From an optimization exercise on the open Yosys and OpenROAD flow, aimed at small area, a short achievable clock period and few clock cycles per item; shortcuts taken in it are not production practice. In this exercise RTL edits were held to simulation tests only and were not proved equivalent to the original. Power is estimated from default activity; no workload was simulated.

==> exp/fjord <==
==> flow/design.v (excerpt) <==
module upb_freq_codec (
    input             clk,
    input             rst,           
    input             in_valid,
    output            in_ready,
    input      [3:0]  in_op,         
    input             in_layout,     
    input      [31:0] in_freq,
    input      [31:0] in_fcint,
    input      [31:0] in_fcfrac,
    input      [15:0] in_dreg0,
    input      [15:0] in_dreg1,
    output            out_valid,
    output     [3:0]  out_fcause,    
    output     [31:0] out_freq,
    output     [7:0]  out_fcint,
    output     [23:0] out_fcfrac,
    output     [15:0] out_dreg0,
    output     [15:0] out_dreg1
);
==> flow/config.mk <==
export PLATFORM = sky130hd
export DESIGN_NAME = upb_freq_codec
export DESIGN_NICKNAME = upb_freq_codec
export VERILOG_FILES = /design/flow/design.v
export SDC_FILE = /design/flow/constraint.sdc
export NUM_CORES = 4
export LEC_CHECK = 0
export CAP_MARGIN = 20
export CORE_MARGIN = 2
export CORE_UTILIZATION = 55
export CTS_CLUSTER_DIAMETER = 150
export CTS_CLUSTER_SIZE = 32
export SLEW_MARGIN = 20
==> flow/constraint.sdc <==
create_clock -name core_clock -period 11.0 [get_ports {clk}]
set_input_delay 2.2000 -clock core_clock [delete_from_list [all_inputs] [get_ports {clk}]]
set_output_delay 2.2000 -clock core_clock [all_outputs]
set_load 0.01 [all_outputs]
standard.sh (not shown) runs the stock make flow with config.mk's settings and CLKGATE_MAP_FILE= SYNTH_SCRIPT=/design/flow/synth_recipe.tcl, a recipe that flattens the netlist after the stock synthesis.
==> flow/flow/run.sh <==
#!/bin/bash
# Standard ORFS layout (standard.sh), with the port buffers made of the smallest buffer
# and timing repair aiming below the clock period. Each step's output goes to its own log.
set -euo pipefail
export BUFFER_PORTS_ARGS="-buffer_cell sky130_fd_sc_hd__buf_1"
if [[ -f flow/margin.txt ]]; then export SETUP_SLACK_MARGIN=$(cat flow/margin.txt); fi
bash standard.sh synth > synth.log 2>&1
bash standard.sh floorplan > floorplan.log 2>&1
bash standard.sh place > place.log 2>&1
bash standard.sh cts > cts.log 2>&1
bash standard.sh route > route.log 2>&1
bash standard.sh finish > finish.log 2>&1
==> flow/flow/margin.txt <==
7.0
==> exp/willow: changes against exp/fjord <==
--- a/flow/design.v
+++ b/flow/design.v
@@ -24,18 +24,21 @@
     reg          rdy;        
     reg          mode;       
     reg  [2:0]   cnt;
     reg  [18:0]  rem;        
     reg  [31:0]  S;          
     reg          ov;
     reg  [2:0]   fc;
+    reg  [31:0]  O;          
+    reg  [2:0]   fco;        
+    reg          qpend;      
     reg          f31;        
     assign in_ready = rdy;
     assign out_valid = ov;
-    assign out_fcause = {1'b0, fc};
+    assign out_fcause = {1'b0, fco};
     wire hz = (in_op == 4'hB);
     wire rh = (in_op == 4'hC);
     wire st = (in_op == 4'hD);
     wire rs = (in_op == 4'hE);
     wire a_bad = (|in_fcint[31:6]) || (|in_fcfrac[31:19]);
     wire b_bad = (|in_fcint[31:8]) || (|in_fcfrac[31:24]);
     wire r_flt = (rh & a_bad) | (st & (in_layout ? a_bad : b_bad));
@@ -160,46 +163,54 @@
     assign md[18] = |(md_dec & 16'h5a94);
     assign md[19] = |(md_dec & 16'h6318);
     assign md[20] = |(md_dec & 16'h83e0);
     assign md[21] = |(md_dec & 16'hfc00);
     wire [21:0] ms = {4'd0, rem[17:0]} + md;
     wire last  = mode ? (cnt == 3'd5) : (cnt == 3'd5);
     wire first = (cnt == 3'd0);
+    wire [18:0] rem_st = mode ? {1'b0, dr} : {1'b0, ms[21:4]};
     wire [31:0] fop = {f31, rem, S[31:20]};            
     wire fbad  = (fop < F_MIN) || (fop > F_MAX);
     wire abort = first & (fc[0] | (mode & fbad));
+    wire [31:0] S_step = {S[27:1], (first & mode) ? dq[4] : S[0], mode ? dq[3:0] : ms[3:0]};
+    wire upd = ~busy | last;               
+    wire acc = in_valid & rdy;
     always @(posedge clk) begin
         if (rst) begin
-            busy <= 1'b0;
-            ov   <= 1'b0;
-        end else if (busy) begin
-            ov <= last | abort;
-            if (last | abort) busy <= 1'b0;
+            busy  <= 1'b0;
+            rdy   <= 1'b1;
+            ov    <= 1'b0;
+            qpend <= 1'b0;
         end else begin
-            ov   <= in_valid & ~go;
-            busy <= in_valid & go;
+            ov    <= (busy & (last | abort)) | qpend;
+            qpend <= upd & acc & ~go;
+            if (upd) begin
+                busy <= acc & go;
+                rdy  <= ~(acc & go);
+            end else if (abort) begin
+                busy <= 1'b0;
+                rdy  <= 1'b1;
+            end else begin
+                rdy  <= mode ? (cnt == 3'd4) : (cnt == 3'd4);
+            end
         end
     end
     always @(posedge clk) begin
-        if (rst)       rdy <= 1'b1;
-        else if (busy) rdy <= last | abort;
-        else           rdy <= ~(in_valid & go);
-    end
-    always @(posedge clk) begin
-        if (busy) begin
-            cnt <= cnt + 3'd1;
-            rem <= mode ? {1'b0, dr} : {1'b0, ms[21:4]};
-            S   <= {S[27:1], (first & mode) ? dq[4] : S[0], mode ? dq[3:0] : ms[3:0]};
-            if (first & mode & fbad) fc <= 3'b110;
-        end else begin
+        O   <= {(qpend ? S[31] : S_step[31]), (qpend ? S[30] : mode ? S_step[30] : rem_st[17]), (qpend ? S[29] : mode ? S_step[29] : rem_st[16]), (qpend ? S[28] : mode ? S_step[28] : rem_st[15]), (qpend ? S[27] : mode ? S_step[27] : rem_st[14]), (qpend ? S[26] : mode ? S_step[26] : rem_st[13]), (qpend ? S[25] : mode ? S_step[25] : rem_st[12]), (qpend ? S[24] : mode ? S_step[24] : rem_st[11]), (qpend ? S[23] : mode ? S_step[23] : rem_st[10]), (qpend ? S[22] : mode ? S_step[22] : rem_st[9]), (qpend ? S[21] : mode ? S_step[21] : rem_st[8]), (qpend ? S[20] : mode ? S_step[20] : rem_st[7]), (qpend ? S[19] : mode ? S_step[19] : rem_st[6]), (qpend ? S[18] : mode ? S_step[18] : rem_st[5]), (qpend ? S[17] : mode ? S_step[17] : rem_st[4]), (qpend ? S[16] : mode ? S_step[16] : rem_st[3]), (qpend ? S[15] : S_step[15]), (qpend ? S[14] : mode ? S_step[14] : rem_st[2]), (qpend ? S[13] : mode ? S_step[13] : rem_st[1]), (qpend ? S[12] : mode ? S_step[12] : rem_st[0]), (qpend ? S[11] : S_step[11]), (qpend ? S[10] : S_step[10]), (qpend ? S[9] : S_step[9]), (qpend ? S[8] : S_step[8]), (qpend ? S[7] : S_step[7]), (qpend ? S[6] : S_step[6]), (qpend ? S[5] : S_step[5]), (qpend ? S[4] : S_step[4]), (qpend ? S[3] : S_step[3]), (qpend ? S[2] : S_step[2]), (qpend ? S[1] : S_step[1]), (qpend ? S[0] : S_step[0])};
+        fco <= qpend ? fc : (busy & first & mode & fbad) ? 3'b110 : fc;
+        if (upd) begin
             mode <= in_op[0];
             cnt  <= 3'd0;
             fc   <= {r_flt, ill | r_flt, r_flt};
             f31  <= in_freq[31];
             rem  <= rem_ld;
             S    <= S_ld;
+        end else begin
+            cnt <= cnt + 3'd1;
+            rem <= rem_st;
+            S   <= S_step;
         end
     end
-    assign {out_fcint, out_fcfrac} = {S[31], S[30], S[24], S[23], S[22], S[21], S[20], S[19], S[29], S[28], S[27], S[26], S[25], S[18], S[17], S[16], S[15], S[14], S[13], S[12], S[11], S[10], S[9], S[8], S[7], S[6], S[5], S[4], S[3], S[2], S[1], S[0]};
-    assign {out_dreg0, out_dreg1}  = {S[7], S[6], S[11], S[10], S[9], S[8], S[15], S[14], S[5], S[4], S[3], S[2], S[1], S[13], S[12], S[19], S[18], S[17], S[16], S[23], S[22], S[21], S[20], S[27], S[26], S[25], S[24], S[31], S[30], S[29], S[28], S[0]};
-    assign out_freq = {1'b0, rem[17:0], S[3], S[2], S[1], S[0], S[7], S[6], S[5], S[4], S[11], S[10], S[9], S[8], S[15]};    
+    assign {out_fcint, out_fcfrac} = {O[31], O[30], O[24], O[23], O[22], O[21], O[20], O[19], O[29], O[28], O[27], O[26], O[25], O[18], O[17], O[16], O[15], O[14], O[13], O[12], O[11], O[10], O[9], O[8], O[7], O[6], O[5], O[4], O[3], O[2], O[1], O[0]};
+    assign {out_dreg0, out_dreg1}  = {O[7], O[6], O[11], O[10], O[9], O[8], O[15], O[14], O[5], O[4], O[3], O[2], O[1], O[13], O[12], O[19], O[18], O[17], O[16], O[23], O[22], O[21], O[20], O[27], O[26], O[25], O[24], O[31], O[30], O[29], O[28], O[0]};
+    assign out_freq = {1'b0, O[30], O[29], O[28], O[27], O[26], O[25], O[24], O[23], O[22], O[21], O[20], O[19], O[18], O[17], O[16], O[14], O[13], O[12], O[3], O[2], O[1], O[0], O[7], O[6], O[5], O[4], O[11], O[10], O[9], O[8], O[15]};
 endmodule
==> flow/flow/margin.txt (replaced) <==
7.2
- CTS_CLUSTER_DIAMETER: 150 -> unset
- CTS_CLUSTER_SIZE: 32 -> unset
- TNS_END_PERCENT: unset -> 20
==> notes <==
- Between exp/fjord and exp/willow, the lower core utilization is in exp/fjord (gap 0.66 points).
- Against exp/willow, the maximum frequency of exp/fjord is lower by 0.37%.
- Against exp/willow, the final area of exp/fjord is smaller by about 13%.
- Against exp/fjord, the non-clock buffer count of exp/willow is higher by 17.
- Of exp/fjord and exp/willow, exp/willow has the higher final cell count (gap about 10%, measured against exp/willow).
- Of exp/fjord and exp/willow, exp/willow has the higher clock power (gap about 5%, measured against exp/willow).
Testbench counts of exp/fjord, summed over its fixed seeds: cycles 12,458, items 2,400.
Testbench counts of exp/willow, summed over its fixed seeds: cycles 10,791, items 2,400.

==> re-timing with driven ports <==
Ports are ideal in the flow. The routed layouts listed here were re-timed in OpenROAD.
Step 1 (the two cells are an assumption about what drives the block):
set clk [get_ports {clk}]
set_driving_cell -lib_cell sky130_fd_sc_hd__clkbuf_16 $clk
set_driving_cell -lib_cell sky130_fd_sc_hd__buf_2 [delete_from_list [all_inputs] $clk]
Step 2, shift: input delay + t, output delay - t, t = (earliest + latest rising clock arrival at the registers) / 2. This alone moves slack from input paths to output paths.
a / b / c = ideal / step 1 / step 2; a / b = the first two.
run	shift t [ns]	slack for setup (ns)	latest minus earliest clock arrival (ns)	worst data-port slew with drivers (ns)	pins driven straight from the clock port
exp/fjord	0.389	7.138 / 7.138 / 6.817	0.012 / 0.012	0.04	1
exp/willow	0.404	7.153 / 7.153 / 6.910	0.022 / 0.022	0.04	1
After both steps every run listed still meets setup and hold. For exp/fjord, which loses most, drivers alone change the setup slack by 0.000 ns; drivers and shift together by -0.321 ns.
